This design comes from an exercise in tuning for small area, a short achievable clock period and few clock cycles on the open sky130 flow, not from production work.
In this exercise RTL edits were held to simulation tests only and were not proved equivalent to the original.

File: design/flow/run.sh
#!/bin/bash
# synth_recipe.tcl (not shown) runs the flow's synth.tcl, then flattens the netlist and writes it again
# the make line also repeats each setting of config.mk as NAME=value (left out here)
make -C /OpenROAD-flow-scripts/flow DESIGN_CONFIG=/design/flow/config.mk WORK_HOME=/design/flow/orfs CLKGATE_MAP_FILE= SYNTH_SCRIPT=/design/flow/synth_recipe.tcl finish
File: design/flow/config.mk
export PLATFORM = sky130hd
export DESIGN_NAME = sfla
export DESIGN_NICKNAME = sfla
export VERILOG_FILES = /design/flow/design.v
export SDC_FILE = /design/flow/constraint.sdc
export NUM_CORES = 4
export LEC_CHECK = 0
export CAP_MARGIN = 20
export CORE_MARGIN = 2
export CORE_UTILIZATION = 40
export SLEW_MARGIN = 20
File: design/flow/constraint.sdc
create_clock -name core_clock -period 10.0 [get_ports {clk}]
set_input_delay 2.0000 -clock core_clock [delete_from_list [all_inputs] [get_ports {clk}]]
set_output_delay 2.0000 -clock core_clock [all_outputs]
set_load 0.01 [all_outputs]
File: design/flow/design.v
module sfla (
    input  wire       clk,
    input  wire       rst,         
    input  wire       cmd_valid,
    output wire       cmd_ready,
    input  wire [7:0] cmd_data,
    input  wire       cmd_last,
    output wire       rsp_valid,
    input  wire       rsp_ready,
    output reg  [7:0] rsp_data,
    output reg        rsp_last
);
    localparam MASK_MAX = 32;    
    localparam EPC_MAX  = 62;    
    localparam TEXT_MAX = 84;    
    localparam [7:0] OP_FLOAD  = 8'h01, OP_FREAD = 8'h02, OP_MATCH = 8'h03,
                     OP_LCLR   = 8'h10, OP_LACC  = 8'h11, OP_LGET  = 8'h12,
                     OP_LPARSE = 8'h13, OP_LFMT  = 8'h14;
    localparam [7:0] ST_OK = 8'h00, ST_INVALID_BANK = 8'h01, ST_UNSUP_BANK = 8'h02,
                     ST_UNKNOWN_NAME = 8'h03, ST_NULL_INPUT = 8'h04,
                     ST_MASK_SHORT = 8'h05, ST_NO_FILTER = 8'h06, ST_ILLEGAL = 8'h07;
    localparam [1:0] S_CMD = 2'd0, S_EXEC = 2'd1, S_RSP = 2'd2;
    function [4:0] field_len(input [2:0] f);
        case (f)
            3'd0: field_len = 5'd4;    
            3'd1: field_len = 5'd6;    
            3'd2: field_len = 5'd3;    
            3'd3: field_len = 5'd3;    
            default: field_len = 5'd4;  
        endcase
    endfunction
    function [4:0] op_len(input [1:0] o);
        case (o)
            2'd0: op_len = 5'd4;       
            2'd1: op_len = 5'd6;       
            2'd2: op_len = 5'd9;       
            default: op_len = 5'd11;   
        endcase
    endfunction
    function [7:0] field_char(input [2:0] f, input [4:0] p);
        reg [8*6-1:0] s;
        begin
            case (f)
                3'd0: s = "KILL  ";
                3'd1: s = "ACCESS";
                3'd2: s = "EPC   ";
                3'd3: s = "TID   ";
                default: s = "USER  ";
            endcase
            field_char = (p < 6) ? s[8*(5-p) +: 8] : 8'h00;
        end
    endfunction
    function [7:0] op_char(input [1:0] o, input [4:0] p);
        reg [8*11-1:0] s;
        begin
            case (o)
                2'd0: s = "LOCK       ";
                2'd1: s = "UNLOCK     ";
                2'd2: s = "PERMALOCK  ";
                default: s = "PERMAUNLOCK";
            endcase
            op_char = (p < 11) ? s[8*(10-p) +: 8] : 8'h00;
        end
    endfunction
    function [4:0] name_len(input [4:0] k);
        name_len = field_len(k[4:2]) + 5'd1 + op_len(k[1:0]);
    endfunction
    function [7:0] name_char(input [4:0] k, input [4:0] p);
        reg [4:0] fl;
        begin
            fl = field_len(k[4:2]);
            if (p < fl)       name_char = field_char(k[4:2], p);
            else if (p == fl) name_char = "_";
            else              name_char = op_char(k[1:0], p - fl - 5'd1);
        end
    endfunction
    function [15:0] pair_mask(input [2:0] f);
        case (f)
            3'd0: pair_mask = 16'h0300;
            3'd1: pair_mask = 16'h00C0;
            3'd2: pair_mask = 16'h0030;
            3'd3: pair_mask = 16'h000C;
            default: pair_mask = 16'h0003;
        endcase
    endfunction
    function [1:0] op_lane(input [1:0] o);
        case (o)
            2'd0: op_lane = 2'b10;     
            2'd1: op_lane = 2'b00;     
            2'd2: op_lane = 2'b11;     
            default: op_lane = 2'b01;  
        endcase
    endfunction
    function [1:0] lane_op(input [1:0] v);
        case (v)
            2'b10: lane_op = 2'd0;
            2'b00: lane_op = 2'd1;
            2'b11: lane_op = 2'd2;
            default: lane_op = 2'd3;
        endcase
    endfunction
    function [15:0] entry_action(input [4:0] k);
        reg [1:0] v;
        begin
            v = op_lane(k[1:0]);
            case (k[4:2])
                3'd0: entry_action = {6'd0, v, 8'd0};
                3'd1: entry_action = {8'd0, v, 6'd0};
                3'd2: entry_action = {10'd0, v, 4'd0};
                3'd3: entry_action = {12'd0, v, 2'd0};
                default: entry_action = {14'd0, v};
            endcase
        end
    endfunction
    function [7:0] upcase(input [7:0] b);
        upcase = (b >= 8'h61 && b <= 8'h7A) ? b - 8'h20 : b;
    endfunction
    reg                 f_valid;
    reg                 f_invert;
    reg  [1:0]          f_bank;
    reg  [31:0]         f_bitptr;
    reg  [15:0]         f_bitlen;
    reg  [5:0]          f_masklen;
    reg  [7:0]          f_mask [0:MASK_MAX-1];
    reg  [15:0]         a_mask;
    reg  [15:0]         a_action;
    reg  [1:0]          state;
    reg  [6:0]          cnt;         
    reg  [6:0]          nbytes;      
    reg  [7:0]          op;
    reg  [7:0]          stg_flags;
    reg  [31:0]         stg_ptr;
    reg  [15:0]         stg_blen;
    reg  [7:0]          stg_mask [0:MASK_MAX-1];
    reg  [15:0]         lacc_mask;
    reg  [15:0]         lacc_act;
    reg                 mismatch;
    reg  [19:0]         name_ok;     
    reg  [6:0]          toklen;
    reg  [7:0]          tokbuf [0:TEXT_MAX-1];
    reg                 perr;        
    reg  [15:0]         pm;          
    reg  [15:0]         pa;
    reg  [7:0]          status;
    reg  [6:0]          rsp_len;     
    wire                cmd_fire = cmd_valid && cmd_ready;
    assign cmd_ready = (state == S_CMD);
    wire [8*MASK_MAX-1:0] mvec;
    genvar gi, gb;
    generate
        for (gi = 0; gi < MASK_MAX; gi = gi + 1) begin : g_mvec
            for (gb = 0; gb < 8; gb = gb + 1) begin : g_bit
                assign mvec[8*gi + gb] = f_mask[gi][7-gb];
            end
        end
    endgenerate
    function byte_mismatch(input [5:0] j, input [7:0] e,
                           input [31:0] ptr, input [15:0] blen,
                           input [8*MASK_MAX-1:0] m);
        reg [33:0] idx;
        reg        bad;
        integer    b;
        begin
            bad = 1'b0;
            for (b = 0; b < 8; b = b + 1) begin
                idx = {25'd0, j, 3'b000} + {31'd0, b[2:0]} + 34'd32 - {2'b00, ptr};
                if (!idx[33] && idx < {18'd0, blen})
                    if (e[7-b] != m[idx[7:0]])
                        bad = 1'b1;
            end
            byte_mismatch = bad;
        end
    endfunction
    reg        tok_hit;
    reg  [4:0] tok_k;
    integer    k;
    always @(*) begin
        tok_hit = 1'b0;
        tok_k   = 5'd0;
        for (k = 0; k < 20; k = k + 1)
            if (name_ok[k] && toklen == {2'b00, name_len(k[4:0])}) begin
                tok_hit = 1'b1;
                tok_k   = k[4:0];
            end
    end
    wire [15:0] tok_mask = pair_mask(tok_k[4:2]);
    wire [15:0] tok_act  = entry_action(tok_k);
    integer i;
    always @(posedge clk) begin
        if (rst) begin
            state    <= S_CMD;
            cnt      <= 7'd0;
            f_valid  <= 1'b0;
            a_mask   <= 16'h0000;
            a_action <= 16'h0000;
        end else if (state == S_CMD && cmd_fire) begin
            if (cnt != 7'd127)
                cnt <= cnt + 7'd1;
            if (cnt == 7'd0) begin
                op        <= cmd_data;
                mismatch  <= 1'b0;
                name_ok   <= {20{1'b1}};
                toklen    <= 7'd0;
                perr      <= 1'b0;
                pm        <= 16'h0000;
                pa        <= 16'h0000;
            end else begin
                case (op)
                    OP_FLOAD: begin
                        case (cnt)
                            7'd1: stg_flags <= cmd_data;
                            7'd2: stg_ptr[31:24] <= cmd_data;
                            7'd3: stg_ptr[23:16] <= cmd_data;
                            7'd4: stg_ptr[15:8]  <= cmd_data;
                            7'd5: stg_ptr[7:0]   <= cmd_data;
                            7'd6: stg_blen[15:8] <= cmd_data;
                            7'd7: stg_blen[7:0]  <= cmd_data;
                            default:
                                if (cnt < 8 + MASK_MAX)
                                    stg_mask[cnt[4:0] - 5'd8] <= cmd_data;
                        endcase
                    end
                    OP_MATCH: begin
                        if (cnt <= EPC_MAX &&
                            byte_mismatch(cnt[5:0] - 6'd1, cmd_data, f_bitptr, f_bitlen, mvec))
                            mismatch <= 1'b1;
                    end
                    OP_LACC: begin
                        case (cnt)
                            7'd1: lacc_mask[15:8] <= cmd_data;
                            7'd2: lacc_mask[7:0]  <= cmd_data;
                            7'd3: lacc_act[15:8]  <= cmd_data;
                            7'd4: lacc_act[7:0]   <= cmd_data;
                            default: ;
                        endcase
                    end
                    OP_LPARSE: begin
                        if (cnt <= TEXT_MAX && !perr) begin
                            if (cmd_data == ",") begin
                                if (tok_hit) begin
                                    pm      <= pm | tok_mask;
                                    pa      <= (pa & ~tok_mask) | tok_act;
                                    name_ok <= {20{1'b1}};
                                    toklen  <= 7'd0;
                                end else begin
                                    perr    <= 1'b1;
                                end
                            end else begin
                                tokbuf[toklen] <= cmd_data;
                                toklen <= toklen + 7'd1;
                                for (i = 0; i < 20; i = i + 1)
                                    if (toklen >= {2'b00, name_len(i[4:0])} ||
                                        upcase(cmd_data) != name_char(i[4:0], toklen[4:0]))
                                        name_ok[i] <= 1'b0;
                            end
                        end
                    end
                    default: ;
                endcase
            end
            if (cmd_last) begin
                nbytes <= (cnt == 7'd127) ? 7'd127 : cnt + 7'd1;
                state  <= S_EXEC;
            end
        end else if (state == S_EXEC) begin
            state <= S_RSP;
        end else if (state == S_RSP && rsp_ready && rsp_last) begin
            state <= S_CMD;
            cnt   <= 7'd0;
        end
        if (!rst && state == S_EXEC && status == ST_OK) begin
            case (op)
                OP_FLOAD: begin
                    f_valid   <= 1'b1;
                    f_invert  <= stg_flags[2];
                    f_bank    <= stg_flags[1:0];
                    f_bitptr  <= stg_ptr;
                    f_bitlen  <= stg_blen;
                    f_masklen <= nbytes[5:0] - 6'd8;
                    for (i = 0; i < MASK_MAX; i = i + 1)
                        f_mask[i] <= stg_mask[i];
                end
                OP_LCLR: begin
                    a_mask   <= 16'h0000;
                    a_action <= 16'h0000;
                end
                OP_LACC: begin
                    a_mask   <= a_mask | lacc_mask;
                    a_action <= (a_action & ~lacc_mask) | (lacc_act & lacc_mask);
                end
                OP_LPARSE: begin
                    a_mask   <= pm | tok_mask;
                    a_action <= (pa & ~tok_mask) | tok_act;
                end
                default: ;
            endcase
        end
    end
    wire [16:0] need_bytes = ({1'b0, stg_blen} + 17'd7) >> 3;
    wire [33:0] match_end  = {2'b00, f_bitptr} + {18'd0, f_bitlen};
    wire [33:0] epc_end    = 34'd32 + {24'd0, nbytes - 7'd1, 3'b000};
    wire        match_raw  = !mismatch && (f_bitlen == 16'd0 || match_end <= epc_end);
    always @(*) begin
        status  = ST_OK;
        rsp_len = 7'd1;
        case (op)
            OP_FLOAD:
                if (nbytes < 8 || nbytes > 8 + MASK_MAX || stg_flags[7:3] != 5'd0)
                    status = ST_ILLEGAL;
                else if (stg_flags[1:0] == 2'd0)
                    status = ST_INVALID_BANK;
                else if ({10'd0, nbytes} - 17'd8 < need_bytes)
                    status = ST_MASK_SHORT;
            OP_FREAD:
                if (nbytes != 1)       status = ST_ILLEGAL;
                else if (!f_valid)     status = ST_NO_FILTER;
                else                   rsp_len = 7'd8 + {1'b0, f_masklen};
            OP_MATCH:
                if (nbytes > 1 + EPC_MAX) status = ST_ILLEGAL;
                else if (!f_valid)        status = ST_NO_FILTER;
                else if (f_bank != 2'd1)  status = ST_UNSUP_BANK;
                else                      rsp_len = 7'd2;
            OP_LCLR:
                if (nbytes != 1) status = ST_ILLEGAL;
            OP_LACC:
                if (nbytes != 5) status = ST_ILLEGAL;
            OP_LGET:
                if (nbytes != 1) status = ST_ILLEGAL;
                else             rsp_len = 7'd5;
            OP_LPARSE:
                if (nbytes > 1 + TEXT_MAX)  status = ST_ILLEGAL;
                else if (nbytes == 1)       status = ST_NULL_INPUT;
                else if (perr || !tok_hit) begin
                    status  = ST_UNKNOWN_NAME;
                    rsp_len = 7'd1 + toklen;
                end else
                    rsp_len = 7'd5;
            OP_LFMT:
                if (nbytes != 1) status = ST_ILLEGAL;
            default:
                status = ST_ILLEGAL;
        endcase
    end
    reg  [7:0]  r_status;
    reg  [6:0]  r_len;
    reg  [6:0]  r_idx;
    reg         r_match;
    reg  [2:0]  fmt_f;
    reg  [4:0]  fmt_p;
    reg         fmt_comma;
    wire [4:0]  lane_full;
    genvar gf;
    generate
        for (gf = 0; gf < 5; gf = gf + 1) begin : g_lane
            assign lane_full[gf] = (a_mask & pair_mask(gf)) == pair_mask(gf);
        end
    endgenerate
    function [2:0] next_lane(input [4:0] full, input [2:0] f);
        integer n;
        begin
            next_lane = 3'd5;
            for (n = 4; n >= 0; n = n - 1)
                if (full[n] && n >= f)
                    next_lane = n[2:0];
        end
    endfunction
    function [1:0] lane_value(input [15:0] act, input [2:0] f);
        case (f)
            3'd0: lane_value = act[9:8];
            3'd1: lane_value = act[7:6];
            3'd2: lane_value = act[5:4];
            3'd3: lane_value = act[3:2];
            default: lane_value = act[1:0];
        endcase
    endfunction
    wire [4:0] fmt_k   = {fmt_f[2:0], lane_op(lane_value(a_action, fmt_f))};
    wire [2:0] fmt_nxt = next_lane(lane_full, fmt_f + 3'd1);
    wire       fmt_end = !fmt_comma && (fmt_p == name_len(fmt_k) - 5'd1) && (fmt_nxt == 3'd5);
    wire       is_fmt  = (op == OP_LFMT) && (r_status == ST_OK);
    assign rsp_valid = (state == S_RSP);
    always @(*) begin
        rsp_data = 8'h00;
        if (r_idx == 7'd0)
            rsp_data = r_status;
        else if (r_status == ST_UNKNOWN_NAME)
            rsp_data = tokbuf[r_idx - 7'd1];
        else case (op)
            OP_FREAD:
                case (r_idx)
                    7'd1: rsp_data = {5'd0, f_invert, f_bank};
                    7'd2: rsp_data = f_bitptr[31:24];
                    7'd3: rsp_data = f_bitptr[23:16];
                    7'd4: rsp_data = f_bitptr[15:8];
                    7'd5: rsp_data = f_bitptr[7:0];
                    7'd6: rsp_data = f_bitlen[15:8];
                    7'd7: rsp_data = f_bitlen[7:0];
                    default: rsp_data = f_mask[r_idx[4:0] - 5'd8];
                endcase
            OP_MATCH:
                rsp_data = {7'd0, r_match};
            OP_LGET, OP_LPARSE:
                case (r_idx)
                    7'd1: rsp_data = a_mask[15:8];
                    7'd2: rsp_data = a_mask[7:0];
                    7'd3: rsp_data = a_action[15:8];
                    default: rsp_data = a_action[7:0];
                endcase
            OP_LFMT:
                rsp_data = fmt_comma ? "," : name_char(fmt_k, fmt_p);
            default: ;
        endcase
        if (is_fmt)
            rsp_last = (r_idx == 7'd0) ? (lane_full == 5'd0) : fmt_end;
        else
            rsp_last = (r_idx == r_len - 7'd1);
    end
    always @(posedge clk) begin
        if (state == S_EXEC) begin
            r_status  <= status;
            r_len     <= rsp_len;
            r_idx     <= 7'd0;
            r_match   <= match_raw ^ f_invert;
            fmt_f     <= next_lane(lane_full, 3'd0);
            fmt_p     <= 5'd0;
            fmt_comma <= 1'b0;
        end else if (state == S_RSP && rsp_ready) begin
            r_idx <= r_idx + 7'd1;
            if (is_fmt && r_idx != 7'd0) begin
                if (fmt_comma) begin
                    fmt_comma <= 1'b0;
                    fmt_f     <= fmt_nxt;
                    fmt_p     <= 5'd0;
                end else if (fmt_p == name_len(fmt_k) - 5'd1) begin
                    fmt_comma <= 1'b1;
                end else begin
                    fmt_p <= fmt_p + 5'd1;
                end
            end
        end
    end
endmodule
==> run notes <==
metrics by stage:
stage / std cells / util
final: 8656 / 0.445
after CTS: 8646 / 0.445
after detailed placement: 8360 / 0.419
after global placement: 8358 / 0.419
after global routing: 8650 / 0.445
after floorplan: 5907 / -
state kept, by name, indices dropped and copies added, names as in the netlist, 8 cells and up:
register and cells:
lacc_mask 16, stg_mask 256, f_mask 256, lacc_act 16
f_bitlen 16, pa 10, f_bitptr 32, name_ok 20
pm 10, stg_ptr 32, a_mask 16, op 8
stg_flags 8, stg_blen 16, tokbuf 672, a_action 16
cells in the final DEF, fill, tap and decap left out, types with 39 or more instances in the layout:
cell          n
a211oi_1     82
a21o_1       39
a21oi_1     294
a221oi_1     57
a22o_1       50
a22oi_1      93
a31oi_1      73
and3_1       44
buf_4       134
clkbuf_16   155
clkinv_1     44
dfxtp_1      54
edfxtp_1   1407
ha_1        234
inv_1       118
mux2_2       42
mux2i_1     144
mux4_2      521
nand2_1     335
nand3_1     120
nand4_1      68
nor2_1      457
nor2b_1      95
nor3_1       83
nor4_1       54
o21ai_0     192
xnor2_1     192
xor2_1      116
worst max-delay path: stages, from the launching register on:
cell and delay (ps):
edfxtp_1 510, inv_1 140, ha_1 240, nor2b_1 380
nor2_1 120, inv_1 190, nand2_1 140, inv_1 90
ha_1 280, xor2_1 350, a21oi_1 160, xnor2_1 600
o2111ai_1 320, a21o_1 250, a221o_1 350, a221oi_1 480
clkdlybuf4s50_1 630
worst paths after layout:
check             startpoint            end  slack, ps  cells past startpoint
max                 fmt_f[0]    rsp_data[3]       1950                     16
min          stg_mask[16][1]  f_mask[16][1]        380                      0
max reg2reg           cnt[0]       mismatch       3180                     16
min reg2reg  stg_mask[16][1]  f_mask[16][1]        380                      0
synth_stat cells (119+ instances only):
library cell and instances:
edfxtp_1 1407, mux4_2 521, nor2_1 461, nand2_1 335
a21oi_1 294, ha_1 237, clkbuf_1 217, xnor2_1 196
o21ai_0 192, mux2i_1 144, xor2_1 121, nand3_1 120
inv_1 119
per-layer routing:
layer | vias up | global-route usage | wire (um)
met5 | - | 0 | 36
met4 | 6 | 0.148 | 17800
met3 | 789 | 0.0707 | 30500
met2 | 3716 | 0.423 | 130000
met1 | 29100 | 0.382 | 116000
li1 | 23600 | - | -
report_power, final:
part / internal, mW / switching (mW) / total (mW)
logic: 1.29 / 2.29 / 3.57
registers: 6.71 / 0.0319 / 6.74
clock network: 3.20 / 2.49 / 5.69
total: 11.2 / 4.81 / 16.0
layout make-up:
type                       instances  area (um2)
sequential                      1462       43400
fill                           18000      111000
multi-input combinational       3947       35300
tap                             2656        3320
timing repair buffer             167        1420
antenna                            8        20.0
inverter                         130         488
clock buffer                     186        4000
clock inverter                   100        1040
cells by family (layout without fill, tap and decap cells):
logic type                 after synthesis  count (layout)
xor gates and xnor gates               319             319
muxes                                  711             711
adders and majority gates              247             247
and+or+nand+nor                       1456            1456
DFF                                   1462            1462
other                                    0               8
AOI/OAI and AO/OA                     1214            1214
buffers and inverters                  498             583
==> results.sh <==
export IMPL_vias=57200
export IMPL_root_buffer="clkbuf_16"
export IMPL_cp_end_kind="primary output"
export IMPL_dieHeight_um=453
export IMPL_hold_worst_slack_ps=375
export IMPL_period_share=0.805
export IMPL_muxShareOfSynthArea=0.171
export IMPL_clock_sinks=1462
export IMPL_min_period_ps=8050
export IMPL_synthAdderAreaFrac=0.0392
export IMPL_setup_viol_count_final=0
export IMPL_synth_top_family_by_area="multiplexers"
export IMPL_cts_tree="built"
export IMPL_dr_pass1_iters=9
export IMPL_status="timing/DRC/antenna clean"
export IMPL_cts_max_level=4
export IMPL_async_reset_ff_frac=0
export IMPL_maxSlewHeadroom=0.222
export IMPL_path_clk_slew_ps=60
export IMPL_syn_nets=6166
export IMPL_synth_edf_count=1407
export IMPL_vias_per_cell=6.61
export IMPL_required_ps=8000
export IMPL_place_area_um2=83800
export IMPL_start_util=0.403
export IMPL_area_growth_pct=10.4
export IMPL_worst_path_max_fanout=8
export IMPL_hpwl_um=209000
export IMPL_io_pins=24
export IMPL_synth_cells=5907
export IMPL_core_area_um2=200000
export IMPL_p_leak_nw=29.0
export IMPL_nets=6122
export IMPL_power_density_nw_per_um2=180
export IMPL_hold_viol_final=0
export IMPL_crit_arrival_ps=6050
export IMPL_overflow=0
export IMPL_clock_skew_ps=71.1
export IMPL_critical_path_class="flop to primary output"
export IMPL_setup_worst_path_start_class="flop"
export IMPL_cts_buffer_depth=3
export IMPL_yosys_area_top_type="edfxtp_1"
export IMPL_synth_xor_area_frac=0.0350
export IMPL_drc=0
export IMPL_drv_slew=0
export IMPL_port_buffers=23
export IMPL_die_area_um2=205000
export IMPL_rows=164
export IMPL_drt_wirelength_per_cell_um=34.0
export IMPL_synth_ff_type="edfxtp_1"
export IMPL_cts_hold_fix_buffers=0
export IMPL_rsz0062_at_grt="no"
export IMPL_cts_resized_gates=0
export IMPL_fin_area_um2=88900
export IMPL_ir_drop_mv=0.204
export IMPL_worst_slack_ps=1950
export IMPL_cap_violations=0
export IMPL_synth_area_leaders="edfxtp_1, mux4_2, ha_1"
export IMPL_dieWidth_um=453
export IMPL_netlist_area_leader_share=0.524
export IMPL_fin_tns_setup_ps=0
export IMPL_finalPower_mw=16.0
export IMPL_grt_start_max_net_pins=146
export IMPL_antenna_left=0
export IMPL_yosysUniqueCellTypes=103
export IMPL_max_freq_ghz=0.124
export IMPL_hold_class="flop to flop"
export IMPL_routed_wl_um=295000
export IMPL_preCtsSetupSlack_ps=2820
export IMPL_grt_antenna_before_repair=19
export IMPL_synth_seq_area_share=0.538
export IMPL_worst_pin_slew_ps=1160
export IMPL_cts_buffers=155
export IMPL_drt_iter0_drc=9103
export IMPL_clock_latency_ps=840
export IMPL_place_gp_congestion=1.12
export IMPL_post_cts_buffers=0
export IMPL_grt_pass1_wl_um=417000
export IMPL_netlist_area_um2=80600
export IMPL_drive_gt1_frac=0.170
export IMPL_synthSimpleGateAreaFrac=0.0885
export IMPL_yosysWarningCount=2
export IMPL_ys_ff_latch=1462
export IMPL_grt_total_usage=0.283
export IMPL_avgSynthCellArea_um2=13.6
export IMPL_synth_compound_area_frac=0.102
export IMPL_first_global_vias=54700
Testbench counts, summed over its fixed seeds: cycles 27,209.

afterwards: timing with drivers on the ports:
No port has a modelled driver above. Below, the same layout with a new extraction and two added sets of constraints.
Step 1: set_driving_cell puts a clkbuf_16 on clk and a buf_2 on each other input, an assumption about the parent block.
Step 2 adds t to the input delays and takes it off the output delays; t is the mean of the earliest and latest rising clock arrival at the registers after step 1. Input paths then give back, and output paths get back, about the clock's delay inside the block.
Three values: ideal, step 1, step 2; two values: the first two.
t (ns): 0.886
setup WS [ns]: 1.952 / 1.875 / 2.761
clock arrival spread, ns: 0.075 / 0.074
worst data-port slew with drivers (ns): 0.26
After both steps this run still meets setup and hold. For this run, drivers alone change the setup slack by -0.077 ns; drivers and shift together by +0.809 ns.
